What follows belongs to an exercise in optimizing a design on an open flow for small area; a production flow would make more cautious choices.
Only simulation tests tie the RTL to the original design; equivalence was not proved.
No activity file was given, so power comes from the tool's default toggle rates.

==> design/flow/design.v <==
module mips8_engine (
    input  wire        clk,
    input  wire        reset,
    input  wire        host_rf_we,
    input  wire [4:0]  host_rf_idx,
    input  wire [31:0] host_rf_wdata,
    input  wire        host_rf_wpresent,
    output wire [31:0] host_rf_rdata,
    output wire        host_rf_rpresent,
    output wire        imem_req,
    output wire [31:0] imem_addr,
    input  wire        imem_valid,
    input  wire [63:0] imem_data,
    output wire        dmem_re,
    output wire        dmem_we,
    output wire [31:0] dmem_addr,
    output wire [31:0] dmem_wdata,
    input  wire [31:0] dmem_rdata,
    input  wire        dmem_present,
    output wire [7:0]  report_occ,
    output wire        report_stall,
    output wire        finished,
    output wire [2:0]  fault_code,
    output wire [31:0] fault_value,
    output wire [63:0] fault_word
);
    localparam [2:0] F_NONE    = 3'd0;
    localparam [2:0] F_ILLEGAL = 3'd1;
    localparam [2:0] F_REGABS  = 3'd2;
    localparam [2:0] F_MEMABS  = 3'd3;
    localparam [2:0] F_FETCH   = 3'd4;
    reg [31:0] rf      [0:31];
    reg [31:0] rf_present;
    reg [31:0] fptr;             
    reg        finished_r;
    reg [2:0]  fault_code_r;
    reg        if1_v;
    reg [63:0] if1_instr;
    reg        if2_v;
    reg [63:0] if2_instr;
    reg        id_v;
    reg        id_stall;
    reg        id_sub;
    reg        id_load;
    reg        id_store;
    reg        id_branch;
    reg        id_alu_reg;
    reg        id_we;
    reg        id_rr2;
    reg [4:0]  id_rs;
    reg [4:0]  id_rt;
    reg [4:0]  id_wreg;
    reg [31:0] id_imm;
    reg        ex_v;
    reg        ex_fw;            
    reg        ex_load;
    reg        ex_store;
    reg [4:0]  ex_wreg;
    reg [31:0] ex_alu;
    reg [31:0] ex_opval2;
    reg        m1_v, m2_v, m3_v;
    reg        m1_we, m2_we, m3_we;
    reg [4:0]  m1_wreg, m2_wreg, m3_wreg;
    reg [31:0] m1_val, m2_val, m3_val;
    wire running = !reset && !finished_r && (fault_code_r == F_NONE);
    wire wb_we = running && m3_v && m3_we;
    assign dmem_re    = running && ex_v && ex_load;
    assign dmem_we    = running && ex_v && ex_store;
    assign dmem_addr  = ex_alu;
    assign dmem_wdata = ex_opval2;
    wire mem_fault = dmem_re && !dmem_present;
    wire stall_cycle = id_v && id_stall;
    wire exec        = id_v && !id_stall;
    wire [4:0]  ra1 = finished_r ? host_rf_idx : id_rs;
    wire [31:0] rd1 = rf[ra1];
    wire        rp1 = rf_present[ra1];
    wire [31:0] rd2 = rf[id_rt];
    wire        rp2 = rf_present[id_rt];
    assign host_rf_rdata    = rd1;
    assign host_rf_rpresent = rp1;
    function [32:0] fwd;             
        input [4:0]  r;
        input        p;
        input [31:0] v;
        begin
            if (ex_v && ex_fw && ex_wreg == r)
                fwd = {1'b1, ex_alu};
            else if (m1_v && m1_we && m1_wreg == r)
                fwd = {1'b1, m1_val};
            else if (m2_v && m2_we && m2_wreg == r)
                fwd = {1'b1, m2_val};
            else if (m3_v && m3_we && m3_wreg == r)
                fwd = {1'b1, m3_val};
            else
                fwd = {p, v};
        end
    endfunction
    wire [32:0] fwd1 = fwd(id_rs, rp1, rd1);
    wire [32:0] fwd2 = fwd(id_rt, rp2, rd2);
    wire [31:0] opval1 = fwd1[31:0];
    wire [31:0] opval2 = fwd2[31:0];
    wire reg_fault1 = exec && !fwd1[32];
    wire reg_fault2 = exec && id_rr2 && !fwd2[32];
    wire reg_fault  = reg_fault1 || reg_fault2;
    wire [31:0] alu_b   = id_alu_reg ? opval2 : id_imm;
    wire [31:0] alu_res = opval1 + (alu_b ^ {32{id_sub}}) + {31'd0, id_sub};
    wire        taken   = exec && id_branch && (opval1 != 32'd0);
    wire [7:0]  d_rd  = if2_instr[55:48];
    wire [7:0]  d_rs  = if2_instr[47:40];
    wire [7:0]  d_rt  = if2_instr[39:32];
    wire [31:0] d_imm = if2_instr[31:0];
    wire f_add_r = (if2_instr & 64'hFF00_0000_FFFF_FFFF) == 64'h0000_0000_0000_0000;
    wire f_add_l = (if2_instr & 64'hFF00_00FF_0000_0000) == 64'h0800_0000_0000_0000;
    wire f_sub_r = (if2_instr & 64'hFF00_0000_FFFF_FFFF) == 64'h1000_0000_0000_0000;
    wire f_sub_l = (if2_instr & 64'hFF00_00FF_0000_0000) == 64'h1800_0000_0000_0000;
    wire f_load  = (if2_instr & 64'hFFFF_0000_0000_0000) == 64'h2000_0000_0000_0000;
    wire f_store = (if2_instr & 64'hFFFF_0000_0000_0000) == 64'h3000_0000_0000_0000;
    wire f_bnz   = (if2_instr & 64'hFFFF_00FF_0000_0000) == 64'h4000_0000_0000_0000;
    wire d_arith   = f_add_r || f_add_l || f_sub_r || f_sub_l;
    wire d_reg2    = f_add_r || f_sub_r || f_store;
    wire d_uses_rt = f_add_r || f_sub_r || f_load || f_store;
    wire d_regs_ok = (d_rs[7:5] == 3'd0)
                  && (!d_arith   || d_rd[7:5] == 3'd0)
                  && (!d_uses_rt || d_rt[7:5] == 3'd0);
    wire d_legal   = (d_arith || f_load || f_store || f_bnz) && d_regs_ok;
    wire [4:0] d_wreg = f_load ? d_rt[4:0] : d_rd[4:0];
    wire       d_we   = d_arith || f_load;
    wire illegal_fault = !stall_cycle && running && if2_v && !d_legal;
    wire e_hit  = exec && id_load &&
                  (id_wreg == d_rs[4:0] || (d_reg2 && id_wreg == d_rt[4:0]));
    wire m1_hit = ex_v && ex_load &&
                  (ex_wreg == d_rs[4:0] || (d_reg2 && ex_wreg == d_rt[4:0]));
    wire d_stall = e_hit || m1_hit;
    wire [1:0]  poff = illegal_fault ? {1'b0, if1_v} : ({1'b0, if1_v} + {1'b0, if2_v});
    wire [31:0] padd = illegal_fault ? 32'd0 : id_imm;
    wire [31:0] tgt  = fptr + padd + {30'h3FFF_FFFF, ~poff};
    wire [31:0] fp = taken ? tgt : fptr;
    assign imem_req  = running && !stall_cycle && !mem_fault && !reg_fault && !illegal_fault;
    assign imem_addr = fp;
    wire fetch_fault = imem_req && fp[31];
    wire fetch_ok    = !fp[31] && imem_valid;
    wire any_fault = mem_fault || reg_fault || illegal_fault || fetch_fault;
    wire advance   = running && !any_fault && !stall_cycle;
    assign report_stall  = running && stall_cycle;
    assign report_occ[0] = running && (stall_cycle ? if1_v : fetch_ok);
    assign report_occ[1] = running && (stall_cycle ? if2_v : (if1_v && !taken));
    assign report_occ[2] = running && (stall_cycle ? 1'b1  : (if2_v && !taken));
    assign report_occ[3] = running && exec;
    assign report_occ[4] = running && ex_v;
    assign report_occ[5] = running && m1_v;
    assign report_occ[6] = running && m2_v;
    assign report_occ[7] = running && m3_v;
    assign finished    = finished_r;
    assign fault_code  = fault_code_r;
    assign fault_value = fptr;
    assign fault_word  = if2_instr;
    always @(posedge clk) begin
        if (reset && host_rf_we) begin
            rf[host_rf_idx]         <= host_rf_wdata;
            rf_present[host_rf_idx] <= host_rf_wpresent;
        end else if (wb_we) begin
            rf[m3_wreg]         <= m3_val;
            rf_present[m3_wreg] <= 1'b1;
        end
    end
    wire next_id_v  = if2_v && !taken;
    wire next_if2_v = if1_v && !taken;
    always @(posedge clk) begin
        if (reset) begin
            fault_code_r <= F_NONE;
            finished_r   <= 1'b0;
            fptr         <= 32'd0;
        end else if (running) begin
            if (mem_fault) begin
                fault_code_r <= F_MEMABS;
                fptr         <= ex_alu;
            end else if (reg_fault) begin
                fault_code_r <= F_REGABS;
                fptr         <= {27'd0, reg_fault1 ? id_rs : id_rt};
            end else if (illegal_fault) begin
                fault_code_r <= F_ILLEGAL;
                fptr         <= tgt;
            end else if (fetch_fault) begin
                fault_code_r <= F_FETCH;
                fptr         <= fp;
            end else if (!stall_cycle) begin
                fptr       <= fetch_ok ? fp + 32'd1 : fp;
                finished_r <= !fetch_ok && !m2_v && !m1_v && !ex_v && !exec
                              && !next_id_v && !next_if2_v;
            end
        end
    end
    always @(posedge clk) begin
        m3_v    <= !reset && m2_v;
        m3_we   <= m2_we;
        m3_wreg <= m2_wreg;
        m3_val  <= m2_val;
        m2_v    <= !reset && m1_v;
        m2_we   <= m1_we;
        m2_wreg <= m1_wreg;
        m2_val  <= m1_val;
        m1_v    <= !reset && ex_v;
        m1_we   <= ex_fw || ex_load;
        m1_wreg <= ex_wreg;
        m1_val  <= ex_load ? dmem_rdata : ex_alu;
        ex_v      <= !reset && exec;
        ex_fw     <= id_we && !id_load;
        ex_load   <= id_load;
        ex_store  <= id_store;
        ex_wreg   <= id_wreg;
        ex_alu    <= alu_res;
        ex_opval2 <= opval2;
    end
    always @(posedge clk) begin
        if (reset) begin
            if1_v <= 1'b0;
            if2_v <= 1'b0;
            id_v  <= 1'b0;
        end else if (advance) begin
            id_v       <= next_id_v;
            id_stall   <= d_stall;
            id_sub     <= f_sub_r || f_sub_l;
            id_load    <= f_load;
            id_store   <= f_store;
            id_branch  <= f_bnz;
            id_alu_reg <= f_add_r || f_sub_r;
            id_we      <= d_we;
            id_rr2     <= d_reg2;
            id_rs      <= d_rs[4:0];
            id_rt      <= d_rt[4:0];
            id_wreg    <= d_wreg;
            id_imm     <= d_imm;
            if2_v     <= next_if2_v;
            if2_instr <= if1_instr;
            if1_v     <= fetch_ok;
            if1_instr <= imem_data;
        end
        if (!advance)
            id_stall <= 1'b0;
    end
endmodule
==> design/flow/run.sh <==
#!/bin/bash
# synth_recipe.tcl (not shown) runs the flow's synth.tcl, then flattens the netlist and writes it again
# the make line also repeats each setting of config.mk as NAME=value (left out here)
make -C /OpenROAD-flow-scripts/flow DESIGN_CONFIG=/design/flow/config.mk WORK_HOME=/design/flow/orfs CLKGATE_MAP_FILE= SYNTH_SCRIPT=/design/flow/synth_recipe.tcl finish
==> design/flow/config.mk <==
export PLATFORM = sky130hd
export DESIGN_NAME = mips8_engine
export DESIGN_NICKNAME = mips8_engine
export VERILOG_FILES = /design/flow/design.v
export SDC_FILE = /design/flow/constraint.sdc
export NUM_CORES = 4
export LEC_CHECK = 0
export CAP_MARGIN = 20
export CORE_MARGIN = 2
export CORE_UTILIZATION = 40
export SLEW_MARGIN = 20
==> design/flow/constraint.sdc <==
create_clock -name core_clock -period 11.0 [get_ports {clk}]
set_input_delay 2.2000 -clock core_clock [delete_from_list [all_inputs] [get_ports {clk}]]
set_output_delay 2.2000 -clock core_clock [all_outputs]
set_load 0.01 [all_outputs]
==> results.yml <==
status:
  status: "timing/DRC/antenna clean"
sta:
  clock-skew-final_ps: 74.4
  period_minus_slack_ps: 10790
  rsz0062_at_grt: "no"
  finalHoldViolations: 0
  fmax_ghz: 0.0927
  maxSlewHeadroom: 0.150
  final.setup.tns_ps: 0
  worstMarginPinSlew_ps: 1270
  slew_violations: 0
  min_period_over_period: 0.981
  finalSetupViolCount: 0
routing:
  drc_errors: 0
  firstDrtPassIters: 8
  via_count: 61400
  drtIter0Drc: 9154
  routed_wl_microns: 325000
  wire_per_inst_microns: 36.0
  vias_per_cell: 6.81
  ant_nets: 0
synth:
  synth.distinct_cells: 100
  muxShareOfSynthArea: 0.154
  syn_avg_cell_area_sq_um: 12.8
  synth_seq_cells: 1473
  synth_edf_count: 1238
  ys_seq_area_frac: 0.543
  yosys.area_share.xor_xnor: 0.0182
  synthAdderAreaFrac: 0.0168
  netlist_area_sq_um: 77200
  synth_nets: 6283
  yosysWarnings: 1
  synth_ff_type: "edfxtp_1"
  synth_compound_area_frac: 0.153
  synthArstFlopShare: 0
  synth_area_leader_cell: "edfxtp_1"
  post_synth_inst_count: 6043
  synthSimpleGateAreaFrac: 0.0800
  synth_top_cell_area_share: 0.482
  ys_top_cells_by_area: "edfxtp_1, mux4_2, dfxtp_1"
  synth_top_family_by_area: "multiplexers"
cells_and_area:
  reg_top3: "rf (1024), if1_instr (64), if2_instr (64)"
  final_area_sq_um: 89900
  drive_gt1_frac: 0.170
  final_cell_mix: "edfxtp_1, nand2_1, mux4_2, a21oi_1, clkdlybuf4s50_1"
  largest_register_ffs: 1024
  layout_commonest_cell: "edfxtp_1"
  regMostFlops: "rf"
  area_delta_synth_final_pct: 16.5
  n_fill_cell: 17000
  nets: 6584
grt:
  grt_max_degree: 160
  grt_pass1_wl_microns: 449000
  busiest_layer: "met2"
  grt_pass1_vias: 58100
  met3_usage: 0.0810
  grt_usage: 0.321
  grt_remaining_overflow: 0
  use_met2: 0.481
  antenna_found_initial: 14
  met1_usage: 0.411
worst_setup_path:
  path_class: "in -> out"
  rr_worst_depth: 29
  r2r_start: "if2_instr[9]"
  start_kind: "input port"
  arrival_ps: 8590
  cp-end-kind: "output port"
  r2r-end: "finished_r"
  crit_fanout: 18
  worst_ep_required_time_ps: 8800
  r2r_slack_ps: 2290
  setup.worst_path.start: "host_rf_idx[2]"
clocking:
  cts_buffers: 161
  htreeDepth: 4
  cts_max_path_buffers: 3
  cts.repair.resized: 0
  cts_setup_buffers: 0
  cts.root.buffer_cell: "clkbuf_16"
  holdBufCountCts: 0
  worstSkewPairLatency_ps: 860
  clock-sinks: 1473
  cts_tree: "yes"
  clk_pin_slew_worst_paths_ps: 60
power:
  p_leak_nw: 30.2
  totalPowerFinal_mw: 22.3
  ir_worst_vdd_mv: 0.154
  p_per_area_nw_per_um2: 248
min_path:
  min-delay-start: "id_store"
  whs_path_depth: 0
  hold_class: "reg -> reg"
  whs_endpoint: "ex_store"
placed_design:
  port_buffers: 379
  hpwl_microns: 208000
  gp_congestion: 0.985
  dpl-instance-area_sq_um: 84500
die:
  die-width_microns: 443
  io_pins: 380
  initial_core_util: 0.402
  rows: 161
  core_area_sq_um: 192000
  die-area_sq_um: 197000
  die_height_microns: 443
flow_run:
  drv_cap: 0
[worst max-delay path, cell delays in order]
cell,delay [ps]
clkdlybuf4s50_1,810
mux2_2,670
a21oi_2,650
buf_4,390
a22oi_1,130
and3_1,220
a41oi_1,690
mux2i_1,200
a21o_1,240
nand2_1,180
nor4_2,130
a21oi_4,670
buf_4,410
mux2i_1,370
inv_1,80
clkdlybuf4s50_1,490
[cell type report]
| class | count | area [sq um] | area share |
|---|---|---|---|
| timing repair buffer | 604 | 5710 | 0.0635 |
| antenna | 8 | 20.0 | 0.000223 |
| inverter | 196 | 768 | 0.00854 |
| clock inverter | 103 | 1030 | 0.0114 |
| clock buffer | 198 | 4290 | 0.0477 |
| sequential | 1473 | 41900 | 0.466 |
| multi-input combinational | 3908 | 33100 | 0.368 |
| tap | 2526 | 3160 | 0.0351 |
[Yosys cell counts, drive strengths merged (109+ instances only)]
master / number
nand2: 565
a211oi: 347
dfxtp: 235
xnor2: 109
edfxtp: 1238
nand3: 138
o21ai: 181
clkbuf: 249
inv: 193
mux4: 440
nor2: 243
mux2i: 126
buf: 217
a21oi: 400
[worst max-delay path by stage]
stage	endpoint	slack, ps
global route	report_occ[0]	60
CTS	report_occ[0]	320
detailed placement	imem_addr[14]	450
floorplan	id_alu_reg	1410
finish	imem_addr[14]	210
global placement	imem_addr[14]	450
[metrics by stage]
step | setup slack (ps) | util | std cells | hold slack, ps
detailed placement | 449 | 0.440 | 8706 | 329
CTS | 318 | 0.468 | 9007 | 339
global placement | 452 | 0.440 | 8704 | 330
finish | 213 | 0.468 | 9016 | 344
global route | 55.5 | 0.468 | 9011 | 358
floorplan | 1410 | - | 6043 | 323
[routing by layer]
| layer | wire length, microns | up-vias |
|---|---|---|
| li1 | - | 24800 |
| met1 | 118000 | 30800 |
| met2 | 142000 | 4646 |
| met3 | 38500 | 1058 |
| met4 | 25600 | 12 |
| met5 | 82 | - |
[kinds of logic after synthesis]
group           after synthesis
compound gates             1697
flops                      1473
simple gates               1326
buf+inv                     662
mux                         624
xor+xnor                    160
fa+ha+maj                   101
[power by group]
| part | internal, mW | switching (mW) |
|---|---|---|
| Clock | 3.13 | 2.44 |
| Combinational | 3.66 | 5.68 |
| Sequential | 6.64 | 0.799 |
| Total | 13.4 | 8.92 |

## re-timing with driven ports
Ports are ideal in the flow. The routed layout listed here was re-timed in OpenROAD. Step 1, drivers: a clkbuf_16 drives clk and a buf_2 each remaining input, both assumed. Step 2 also shifts input and output timing later by t, the mid clock arrival at the registers, as if the neighbouring blocks saw the same clock. Slacks: ideal / step 1 / step 2; pairs: ideal / step 1.
t (ns): 0.911
setup WS [ns]: 0.213 / 0.188 / 0.188
hold WS [ns]: 0.344 / 0.344 / 0.344
After both steps setup and hold are still met in this run. For this run, drivers alone change the setup slack by -0.025 ns; drivers and shift together by -0.025 ns.
